This is an optimization exercise on Yosys and OpenROAD, whose aim is small area, a short achievable clock period and few clock cycles per item, not a production implementation.
Only simulation tests tie the RTL to the original design; equivalence was not proved.
No run shown here takes its clock network from TritonCTS; it comes from the design's own scripts or RTL.
The clock input has no modelled driver; a real chip could not lean on it and would need a root buffer or a full tree.
Power figures rest on the tool's default switching activity, not on a simulated workload.

==> flow/flow/run.sh <==
#!/bin/bash
# Standard ORFS layout (the standard.sh) with these changes:
#  - synthesis maps with flow/abc_area.script: ORFS's ABC area script
#    without its buffer and upsize passes (the layout's repair_timing
#    sizes for delay instead).  Only that file differs from
#    ORFS's scripts folder, which is copied for the synthesis step;
#  - port buffers of sky130_fd_sc_hd__buf_2,
#  - a tighter repair_timing target (SETUP_SLACK_MARGIN),
#  - the clock tree built by flow/mcts.tcl: the clock port drives four
#    clkbuf_16, each driving the clock pins of one quarter of the registers.
# Each make run's output goes to its own log (flow_synth.log,
# flow_make.log); each ORFS step keeps its own log under orfs/logs/.
set -euo pipefail
here=$(pwd)
rm -rf "$here/scripts_area"
cp -r "$FLOW_HOME/scripts" "$here/scripts_area"
cp "$here/flow/abc_area.script" "$here/scripts_area/abc_area.script"
bash standard.sh synth "SCRIPTS_DIR=$here/scripts_area" > flow_synth.log 2>&1
export MCTS_K=4
export MCTS_BUF=sky130_fd_sc_hd__clkbuf_16
bash standard.sh finish \
    "BUFFER_PORTS_ARGS=-buffer_cell sky130_fd_sc_hd__buf_2" \
    SETUP_SLACK_MARGIN=5.7 \
    "PRE_CTS_TCL=$here/flow/pre_cts.tcl" \
    > flow_make.log 2>&1
==> flow/flow/abc_area.script <==
strash
dch
map -B 0.9
topo
==> flow/flow/mcts.tcl <==
proc mcts_build {} {
  set K [expr {[info exists ::env(MCTS_K)] ? $::env(MCTS_K) : 4}]
  set cell [expr {[info exists ::env(MCTS_BUF)] ? $::env(MCTS_BUF) : "sky130_fd_sc_hd__clkbuf_16"}]
  set block [ord::get_db_block]
  set master [[ord::get_db] findMaster $cell]
  set clk [$block findNet clk]
  set sinks {}
  foreach it [$clk getITerms] {
    if {[[$it getMTerm] getSigType] eq "CLOCK" || [[$it getMTerm] getName] eq "CLK"} {
      set xy [$it getAvgXY]
      lappend sinks [list [lindex $xy 1] [lindex $xy 2] $it]
    }
  }
  # split into K groups: halves by x, then by y
  set groups [list $sinks]
  set dim 0
  while {[llength $groups] < $K} {
    set ng {}
    foreach g $groups {
      set s [lsort -real -index $dim $g]
      set h [expr {[llength $s] / 2}]
      lappend ng [lrange $s 0 [expr {$h - 1}]] [lrange $s $h end]
    }
    set groups $ng
    set dim [expr {1 - $dim}]
  }
  set k 0
  foreach g $groups {
    set sx 0; set sy 0
    foreach s $g { set sx [expr {$sx + [lindex $s 0]}]; set sy [expr {$sy + [lindex $s 1]}] }
    set n [llength $g]
    set cx [expr {int($sx / $n)}]; set cy [expr {int($sy / $n)}]
    set inst [odb::dbInst_create $block $master "mcts_buf_$k"]
    $inst setLocation $cx $cy
    $inst setPlacementStatus PLACED
    set net [odb::dbNet_create $block "mcts_net_$k"]
    $net setSigType CLOCK
    foreach s $g {
      set it [lindex $s 2]
      $it disconnect
      $it connect $net
    }
    [$inst findITerm X] connect $net
    [$inst findITerm A] connect $clk
    incr k
  }
  puts "mcts: $K buffers of $cell for [llength $sinks] clock pins"
}
==> flow/flow/pre_cts.tcl <==
# Sourced by ORFS's cts step before clock_tree_synthesis (PRE_CTS_TCL).
# Swaps clock_tree_synthesis for the balanced one-level tree of mcts.tcl;
# the rest of the cts step (placement legalisation, repair_timing) runs as
# usual.
source [file join [file dirname [info script]] mcts.tcl]
rename clock_tree_synthesis orfs_clock_tree_synthesis
proc clock_tree_synthesis {args} {
  mcts_build
  set_propagated_clock [all_clocks]
}
==> flow/standard.sh <==
#!/bin/bash
# synth_recipe.tcl (not shown) runs the flow's synth.tcl, then flattens the netlist and writes it again
# the make line also repeats each setting of config.mk as NAME=value (left out here)
make -C /OpenROAD-flow-scripts/flow DESIGN_CONFIG=/design/flow/config.mk WORK_HOME=/design/flow/orfs CLKGATE_MAP_FILE= SYNTH_SCRIPT=/design/flow/synth_recipe.tcl "${@:-finish}"
==> flow/config.mk <==
export PLATFORM = sky130hd
export DESIGN_NAME = glyph_rounder
export DESIGN_NICKNAME = glyph_rounder
export VERILOG_FILES = /design/flow/design.v
export SDC_FILE = /design/flow/constraint.sdc
export NUM_CORES = 4
export LEC_CHECK = 0
export ABC_AREA = 1
export CAP_MARGIN = 20
export CORE_MARGIN = 2
export CORE_UTILIZATION = 40
export PLACE_DENSITY = 0.6
export SETUP_SLACK_MARGIN = 5.0
export SLEW_MARGIN = 20
export SYNTH_HIERARCHICAL = 1
export SYNTH_MINIMUM_KEEP_SIZE = 0
==> flow/constraint.sdc <==
create_clock -name core_clock -period 8.0 [get_ports {clk}]
set_input_delay 1.6000 -clock core_clock [delete_from_list [all_inputs] [get_ports {clk}]]
set_output_delay 1.6000 -clock core_clock [all_outputs]
set_load 0.01 [all_outputs]
==> flow/design.v <==
module glyph_rounder (
    input  wire       clk,
    input  wire       rst,         
    input  wire       in_valid,
    output wire       in_ready,
    input  wire [7:0] in_data,
    output wire       out_valid,
    input  wire       out_ready,
    output wire [7:0] out_data
);
    reg [7:0] a [0:8];
    reg [6:0] up;
    reg [2:0] kin;           
    reg       a0v;           
    reg [2:0] j;             
    reg       pend;          
    reg       plast;         
    reg [2:0] pcr;           
    reg [5:0] rem;           
    reg       inv_a;         
    reg [7:0] obuf, skid;
    reg       ov, sv;
    reg       rdy;           
    assign in_ready  = rdy;
    assign out_valid = ov;
    assign out_data  = obuf;
    wire upper    = pend & ~sv;                 
    wire lower    = a0v & (~pend | ~sv);        
    wire rdy_i    = ~a0v | ~pend | ~sv;         
    wire complete = lower & (kin == 3'd7);      
    wire top      = (j == 3'd0);
    wire bot      = (j == 3'd7);
    wire [6:0] b0  = a[0][6:0];
    wire       s1  = b0[0] ^ b0[1] ^ b0[2];
    wire       c1  = (b0[0] & b0[1]) | (b0[0] & b0[2]) | (b0[1] & b0[2]);
    wire       s2  = b0[3] ^ b0[4] ^ b0[5];
    wire       c2  = (b0[3] & b0[4]) | (b0[3] & b0[5]) | (b0[4] & b0[5]);
    wire       s3  = s1 ^ s2 ^ b0[6];
    wire       c3  = (s1 & s2) | (s1 & b0[6]) | (s2 & b0[6]);
    wire [2:0] pc  = {(c1 & c2) | (c1 & c3) | (c2 & c3), c1 ^ c2 ^ c3, s3};
    wire [5:0] rem_n  = rem - {3'd0, pcr};
    wire       inv_c  = rem[5] | (rem == 6'd0) |
                        ((rem[4:3] == 2'd0) & (pcr >= rem[2:0]));
    wire       inv    = plast ? inv_c : inv_a;
    wire [6:0] ctr = a[8][6:0];
    wire [8:0] hp  = {inv, ctr, inv};               
    wire [6:0] uu  = top ? {7{inv}} : up;
    wire [6:0] dd  = bot ? {7{inv}} : a[7][6:0];
    wire [6:0] cor = (hp[8:2] ^ hp[6:0]) & (uu ^ dd);
    wire [7:0] row_out = {a[8][7], (ctr & ~cor) | ({7{inv}} & cor)};
    wire [8:1] en;
    genvar gp;
    generate
        for (gp = 1; gp < 9; gp = gp + 1) begin : g_en
            assign en[gp] = lower | (upper & (gp > kin));
        end
    endgenerate
    wire       do_lower;
    wire       a0v_n, ofree, skid_en, ov_n, sv_n, rdy_n;
    wire       pend_n = complete | (pend & ~(upper & bot));
    wire [2:0] j_n    = complete ? 3'd0 : j + {2'd0, upper};
    glyph_rounder_late u_late (
        .in_valid  (in_valid),
        .out_ready (out_ready),
        .rdy_i     (rdy_i),
        .a0v_keep  (a0v & ~lower),
        .pend_n    (pend_n),
        .ov        (ov),
        .sv        (sv),
        .consume   (upper),
        .do_lower  (do_lower),
        .a0v_n     (a0v_n),
        .ofree     (ofree),
        .skid_en   (skid_en),
        .ov_n      (ov_n),
        .sv_n      (sv_n),
        .rdy_n     (rdy_n)
    );
    integer p;
    always @(posedge clk) begin
        if (do_lower)
            a[0] <= in_data;
        for (p = 1; p < 9; p = p + 1)
            if (en[p])
                a[p] <= a[p - 1];
        if (upper)
            up <= ctr;
        if (plast)
            inv_a <= inv_c;
        if (ofree)
            obuf <= sv ? skid : row_out;
        if (skid_en)
            skid <= row_out;
    end
    always @(posedge clk) begin
        if (rst) begin
            kin    <= 3'd0;
            a0v    <= 1'b0;
            j      <= 3'd0;
            pend   <= 1'b0;
            pcr    <= 3'd0;
            plast  <= 1'b0;
            rem    <= 6'd29;
            ov     <= 1'b0;
            sv     <= 1'b0;
            rdy    <= 1'b1;
        end else begin
            kin    <= kin + {2'd0, lower};
            a0v    <= a0v_n;
            j      <= j_n;
            pend   <= pend_n;
            pcr    <= lower ? pc : 3'd0;
            plast  <= complete;
            rem    <= plast ? 6'd29 : rem_n;
            ov     <= ov_n;
            sv     <= sv_n;
            rdy    <= rdy_n;
        end
    end
endmodule
module glyph_rounder_late (
    input  wire       in_valid,
    input  wire       out_ready,
    input  wire       rdy_i,
    input  wire       a0v_keep,
    input  wire       pend_n,
    input  wire       ov,
    input  wire       sv,
    input  wire       consume,
    output wire       do_lower,   
    output wire       a0v_n,
    output wire       ofree,      
    output wire       skid_en,    
    output wire       ov_n,
    output wire       sv_n,
    output wire       rdy_n
);
    assign do_lower = in_valid & rdy_i;
    assign a0v_n    = do_lower | a0v_keep;
    assign ofree    = ~ov | out_ready;
    assign skid_en  = ov & ~out_ready & consume;
    assign ov_n     = sv | consume | (ov & ~out_ready);
    assign sv_n     = ov & ~out_ready & (sv | consume);
    assign rdy_n    = ~a0v_n | ~pend_n | ~sv_n;
endmodule
==> impl_results.md, run 1 <==
- WP data required: between 6 and 7 ns
- Crit path time final: 2.30 ns
- Post-Syn Nets: 400
- Worst clock skew: between 0.007 and 0.008 ns
- Vias in the first global route: ~2600
- Switching share of power: 19.5%
- DIE AREA: 12300 um2
- Final setup vio count: 0
- CP top delay family: flip-flops
- Worst path slowest cell: edfxtp_1
- Max-Cap Viols: 0
- Clock transition at the registers of the reported paths: 0.11 ns
- Crit path DAT: ~0.70 ns
- Async set-or-reset flop fraction in the synthesized netlist: 0%
- Startpoint Class: register
- Setup TNS: 0 ns
- Worst hold margin: between 0.4 and 0.5 ns
- Worst relative slew slack: 46.0%
- Measured slew at the worst slew-check pin: between 0.8 and 0.9 ns
- Status: finished clean
- Seq pwr share: 69.4%
- Avg WL per Cell: 12.3 um
- Vias per Instance: 4.65
- Die width: 111 um
- Gate power share: 7.3%
- Worst VDD drop: 0.162 mV
- Antenna violations before repair: 0
- FP Rows: 39
- Syn_area_per_cell: 12.3 um2
- DIE HEIGHT: 111 um
- Core ar.: about 11000 um2
- Routed wire length: ~6700 um
- Crit path largest cell delay: 0.38 ns
- FMAX: 435 MHz
- Unrepaired setup endpoints after global routing: yes
- GPL Wtd Cong: 0.769
- Most frequent cells in the layout: 95 x edfxtp_1, 87 x nand2_1, 53 x clkinv_1
- Number of synthesized register bits: 117
- Drt drc: 0
- Area delta synth->final: 12.8%
- Synthesized area: between 4000 and 5000 um2
- Drt first-iter violations: 91
- Most common cell after layout, fill and taps aside: edfxtp_1
- Maximum fanout along the worst path: 1
- ANT nets after route: 0
- Tot GR Track Use: 11.2%
- Pre-antenna DRT Iters: 6
- CP endpoint kind: output pin
- Critical path class: register to output pin
- Sequential share of the synthesized area: between 70 and 80%
- Crit path buf inv count: 1
- Diodes inserted: 0
- Cell count after synthesis: 373
- First-pass GRT wire length: between 10000 and 15000 um
- Max Slew Vio Count: 0
- Syn. warnings: 8
- Top-level port count: 22
- Initial core utilization: 40.6%
- # nets final: 431
- Post-synth EDFFs: 95
- IO Port Bufs: 21
- Primary FF master, synth: edfxtp_1
- P per Cell Area: 194 nW/um2
- DP HPWL: 4990 um
- Final Hold Fails: 0
- Clock power share: 23.3%
- Grt ovf: 0
- Synth unique cells: 18
- HP Class: register to register
- Pint: 0.806 mW
- Vias: 2532
- Largest net degree at the start of global routing: 31
- Crit-path cells: buf_2
- Share of cells above drive strength 1: 14.9%
- P_leak: between 1.5 and 2 nW
- Filler instances: 1042
- Skew-Pair Late Insertion Delay: 0.17 ns
- P_sw: 0.196 mW
- Tcrit/Tclk final: about 29%
-- modules after synthesis, one instance, submodules excluded --
module,flops+latches,area [um2],copies in the design
glyph_rounder,117,4520,1
glyph_rounder_late,0,53.8,1
-- routing by layer --
layer	track usage [%]	share of wire, %
met5	0	0
met4	1.75	1.5
met3	0.656	2.6
met2	20.6	51
met1	14.9	45
-- synth_stat cells, types with 3 or more instances --
library cell	number	share of area (%)
o21ai_0	6	0.66
clkinv_1	58	4.8
and2_2	6	0.99
edfxtp_1	95	62
nand2_1	89	7.3
xor2_1	5	0.96
nand3_1	22	2.4
fa_1	5	2.2
a31oi_1	3	0.41
ha_1	10	2.7
nand4_1	12	1.6
a21oi_1	7	0.77
dfxtp_1	22	9.6
nor2_1	27	2.2
-- area by class of cell --
cell class / instances / area (um2) / share of cell area [%]
Sequential cell: 117 / 3300 / 63.9
Multi-Input combinational cell: 198 / 1200 / 23.2
Inverter: 58 / 226 / 4.39
Tap cell: 143 / 179 / 3.47
Timing Repair Buffer: 25 / 160 / 3.11
Buffer: 4 / 100 / 1.94
-- repair_timing --
action                                  in CTS  in global routing
gates resized for setup                     10                 14
setup buffers                                1                  3
pin swaps                                    0                  1
gates cloned                                 0                  0
hold buffers                                 0                  0
endpoints found under the setup margin      59                 69
-- final timing paths --
path	from	end	slack (ns)	cells past startpoint
max	obuf[3]	out_data[3]	5.70	1
min	a[3][7]	a[4][7]	0.43	0
max reg2reg	pcr[1]	skid[6]	5.86	12
min reg2reg	a[3][7]	a[4][7]	0.43	0
-- state kept, by name, indices dropped and copies added, names as in the netlist, 3 cells and up --
name	count
rem	6
j	3
pcr	3
skid	8
up	7
kin	3
obuf	8
a	72
-- power by group through the flow --
stage / registers, mW / logic, mW / clock network [mW]
2_1_floorplan: 0.707 / 0.0478 / 0
3_3_place_gp: 0.708 / 0.0663 / 0
3_5_place_dp: 0.709 / 0.0688 / 0
4_1_cts: 0.695 / 0.0704 / 0.240
5_1_grt: 0.698 / 0.0859 / 0.263
6_report: 0.695 / 0.0733 / 0.233
-- metrics by stage --
| stage | utilization, % | cells | area, um2 | power, mW | worst slack [ns] |
|---|---|---|---|---|---|
| after floorplan | - | 373 | 4610 | 0.755 | 5.68 |
| final | 45.8 | 545 | 5160 | 1.00 | 5.70 |
| after CTS | 44.7 | 542 | 5030 | 1.01 | 5.68 |
| after global routing | 45.8 | 545 | 5160 | 1.05 | 5.66 |
| after detailed placement | 43.4 | 537 | 4900 | 0.778 | 5.25 |
| after global placement | 43.4 | 537 | 4900 | 0.774 | 5.31 |
-- logic make-up after synthesis --
family	count (synthesis)	share of synthesized area, %
buffers and inverters	58	4.76
and+or+nand+nor	159	14.9
xor gates and xnor gates	7	1.34
AOI/OAI and AO/OA	17	2.00
adders and majority gates	15	4.93
DFF	117	72.0
Testbench counts, summed over its fixed seeds: cycles 25,680, items 3,200.
==> run 2, diff against run 1 <==
==> flow/flow/abc_area.script (replaced) <==
strash
dch
map -B 0.9
topo
stime -c
dnsize -c
==> run 2 against run 1 <==
Net effect: global-route usage shrank 0.20 points; sequential power is essentially flat; clock skew grew 0.010 ns; final area shrank 0.29%; routed wire length grew 3.1%; critical path depth is the same; first-iteration DRC count grew 7.7%; critical endpoint is now out_data[6]; largest power group unchanged.
==> impl_results.md, run 2 <==
- Status: finished clean
- Syn. warnings: 8 (unchanged)
- GPL Wtd Cong: 0.774 (+0.65%)
- Synth area leaders: edfxtp_1 63%, dfxtp_1 9.6%, nand2_1 7.3%, clkinv_1 4.8%, ha_1 2.7%
- Vias in the first global route: 2625 (+1.6%)
- Setup TNS: 0 ns (unchanged)
- Unrepaired setup endpoints after global routing: yes
- Most frequent cells in the layout: 95 x edfxtp_1, 87 x nand2_1, 53 x clkinv_1
- Critical path class: register to output pin
- Drt drc: 0 (unchanged)
- Place WS: 5.21 ns (-0.0433 ns)
- Skew-Pair Late Insertion Delay: 0.17 ns (about the same)
- Max Slew Vio Count: 0 (unchanged)
- Vias: 2584 (+2.1%)
- ANT nets after route: 0 (unchanged)
- Antenna violations before repair: 0 (unchanged)
- Crit path largest cell delay: 0.38 ns (about the same)
- Biggest register: a
- Max FFs per register: 72 (unchanged)
- Post-synth top cells: 95 x edfxtp_1, 89 x nand2_1, 58 x clkinv_1
- Leading registers by flop count: a x72, obuf x8, skid x8
- First-pass GRT wire length: 11600 um (-0.77%)
- Final Hold Fails: 0 (unchanged)
- DIE AREA: 12300 um2 (-0.16%)
- Cell count after synthesis: 373 (unchanged)
- Post-Syn Nets: 400 (unchanged)
- Async set-or-reset flop fraction in the synthesized netlist: 0% (unchanged)
- Synth unique cells: 18 (unchanged)
- Max-Cap Viols: 0 (unchanged)
- Primary FF master, synth: edfxtp_1
- Post-synth EDFFs: 95 (unchanged)
- Top-level port count: 22 (unchanged)
- Diodes inserted: 0 (unchanged)
- Measured slew at the worst slew-check pin: 0.821 ns (+0.0143 ns)
- Die width: 111 um (about the same)
- Syn_area_per_cell: 12.2 um2 (-0.16%)
- Hold-fix buffers at CTS: 0 (unchanged)
- Filler instances: 1024 (-1.7%)
- Worst setup margin: 5.70 ns (+0.000540 ns)
- Crit path DAT: 0.70 ns (about the same)
- HP Class: register to register
- Most common cell after layout, fill and taps aside: edfxtp_1
- Final setup vio count: 0 (unchanged)
- WP data required: 6.40 ns (about the same)
- DIE HEIGHT: 111 um (about the same)
- Startpoint Class: register
- Crit-path cells: buf_2
- Synthesized area: 4560 um2 (-0.16%)
- DP HPWL: 4890 um (-1.9%)
- Drt first-iter violations: 98 (+7.7%)
- Maximum fanout along the worst path: 1 (unchanged)
- Sequential share of the synthesized area: 72.1% (+0.12 points)
- CP endpoint kind: output pin
- Routed wire length: 6910 um (+3.1%)
- # nets final: 431 (unchanged)
- Share of cells above drive strength 1: 13.7% (-1.2 points)
- Synth top area share: 62.5% (+0.10 points)
- Crit path buf inv count: 1 (unchanged)
- Crit path time final: 2.30 ns (-0.000540 ns)
- Tcrit/Tclk final: 28.8% (about the same)
- IO Port Bufs: 21 (unchanged)
- Number of synthesized register bits: 117 (unchanged)
- Worst path slowest cell: edfxtp_1
- Vias per Instance: 4.74 (+2.1%)
- Avg WL per Cell: 12.7 um (+3.1%)
- FMAX: 435 MHz (about the same)
- Grt ovf: 0 (unchanged)
- Worst clock skew: 0.0181 ns (+0.0101 ns)
- P per Cell Area: 194 nW/um2 (about the same)
- FP Rows: 39 (unchanged)
- Worst relative slew slack: 44.9% (-1.1 points)
- Core ar.: 11300 um2 (unchanged)
- Most common cell in the netlist: edfxtp_1
- Tot GR Track Use: 11.0% (-0.20 points)
- CP top delay family: flip-flops
- Synth area leader: edfxtp_1
- Pre-antenna DRT Iters: 4 (-2)
- Largest net degree at the start of global routing: 31 (unchanged)
- Worst VDD drop: 0.127 mV (-22%)
- Clock transition at the registers of the reported paths: 0.11 ns (about the same)
- Initial core utilization: 40.5% (-0.067 points)
- Area delta synth->final: 12.7%
- P_leak: 1.89 nW (-1.1%)
==> run 2: cell types whose count changed in the layout (fill, tap and decap cells not counted) <==
cell | previous run | this run
clkinv_2 | 4 | 3
nor2_2 | 2 | 1
buf_12 | 2 | 0
nor2_4 | 3 | 4
nor3_2 | 0 | 1
and2_2 | 6 | 0
clkinvlp_4 | 1 | 2
nor3_1 | 1 | 0
nand3_2 | 0 | 2
and2_1 | 0 | 6
==> run 2: area by class of cell <==
type	count	area, um2	share of cell area [%]
buffer	4	100	1.95
inverter	58	229	4.45
multi-input combinational	200	1220	23.7
sequential	117	3300	64.1
tap	143	179	3.48
timing repair buffer	23	120	2.34
==> run 2: logic make-up after synthesis <==
logic type	Yosys count	synth area share, %
AND/OR/NAND/NOR	159	14.8
flip-flops	117	72.1
buffers and inverters	58	4.77
AO/OA/AOI/OAI	17	2.00
adder cells (fa/ha/maj)	15	4.93
XOR/XNOR	7	1.34
==> run 2: modules after synthesis (local to each module, per instance) <==
module	flops+latches	times used	cell area [um2]
glyph_rounder	117	1	4510
glyph_rounder_late	0	1	53.8
==> run 2: metal layers <==
| metal | part of all wire [%] | global-route usage, % | vias to the layer above |
|---|---|---|---|
| li1 | - | - | 1306 |
| met1 | 44 | 14.3 | 1230 |
| met2 | 50 | 20.3 | 40 |
| met3 | 3.9 | 0.765 | 8 |
| met4 | 1.7 | 2.08 | 0 |
| met5 | 0 | 0 | - |
==> run 2: stage by stage <==
step | power, mW | util, % | instances | cell area, um2 | hold WS, ns
2_1_floorplan | 0.754 | - | 373 | 4600 | 0.400
3_3_place_gp | 0.773 | 43.4 | 537 | 4890 | 0.401
3_5_place_dp | 0.776 | 43.4 | 537 | 4890 | 0.405
4_1_cts | 1.00 | 44.6 | 542 | 5020 | 0.425
5_1_grt | 1.04 | 45.6 | 545 | 5140 | 0.434
6_report | 0.998 | 45.6 | 545 | 5140 | 0.425
==> run 2: timing repair <==
item | CTS | global route
setup endpoints to repair | 56 | 73
gates cloned | 0 | 2
setup buffers | 1 | 1
resized for setup | 9 | 17
endpoints found under the hold margin | 0 | 0
pin swaps | 0 | 2
==> run 2: final timing paths <==
path | from | to | slack [ns] | cells after the start
hold reg to reg | a[6][2] | a[7][2] | 0.42 | 0
setup reg to reg | rem[5] | obuf[0] | 5.85 | 13
hold / removal | a[6][2] | a[7][2] | 0.42 | 0
setup / recovery | obuf[6] | out_data[6] | 5.70 | 1
==> run 2: power by group <==
part,leakage (nW),switching [mW],internal [mW]
clock network,0.0493,0.138,0.0926
registers,1.08,0.0112,0.683
logic,0.765,0.0447,0.0276

## static timing again, ports no longer ideal
No port has a modelled driver above. Below, the same layouts with a new extraction and two added sets of constraints.
Step 1, drivers: a clkbuf_16 drives clk and a buf_2 each remaining input, both assumed.
Step 2, shift: input delay + t, output delay - t, t = (earliest + latest rising clock arrival at the registers) / 2. This alone moves slack from input paths to output paths.
a / b / c = no drivers / after step 1 / after step 2; a / b = the first two.
run | t, ns | slack for setup (ns) | worst setup path after step 2 | pins driven straight from the clock port
run 1 | 0.242 | 5.699 / 5.620 / 5.567 | input to register | 4
run 2 | 0.247 | 5.700 / 5.617 / 5.570 | input to register | 4
After both steps every run listed still meets setup and hold. For run 1, which loses most, drivers alone change the setup slack by -0.079 ns; drivers and shift together by -0.132 ns.
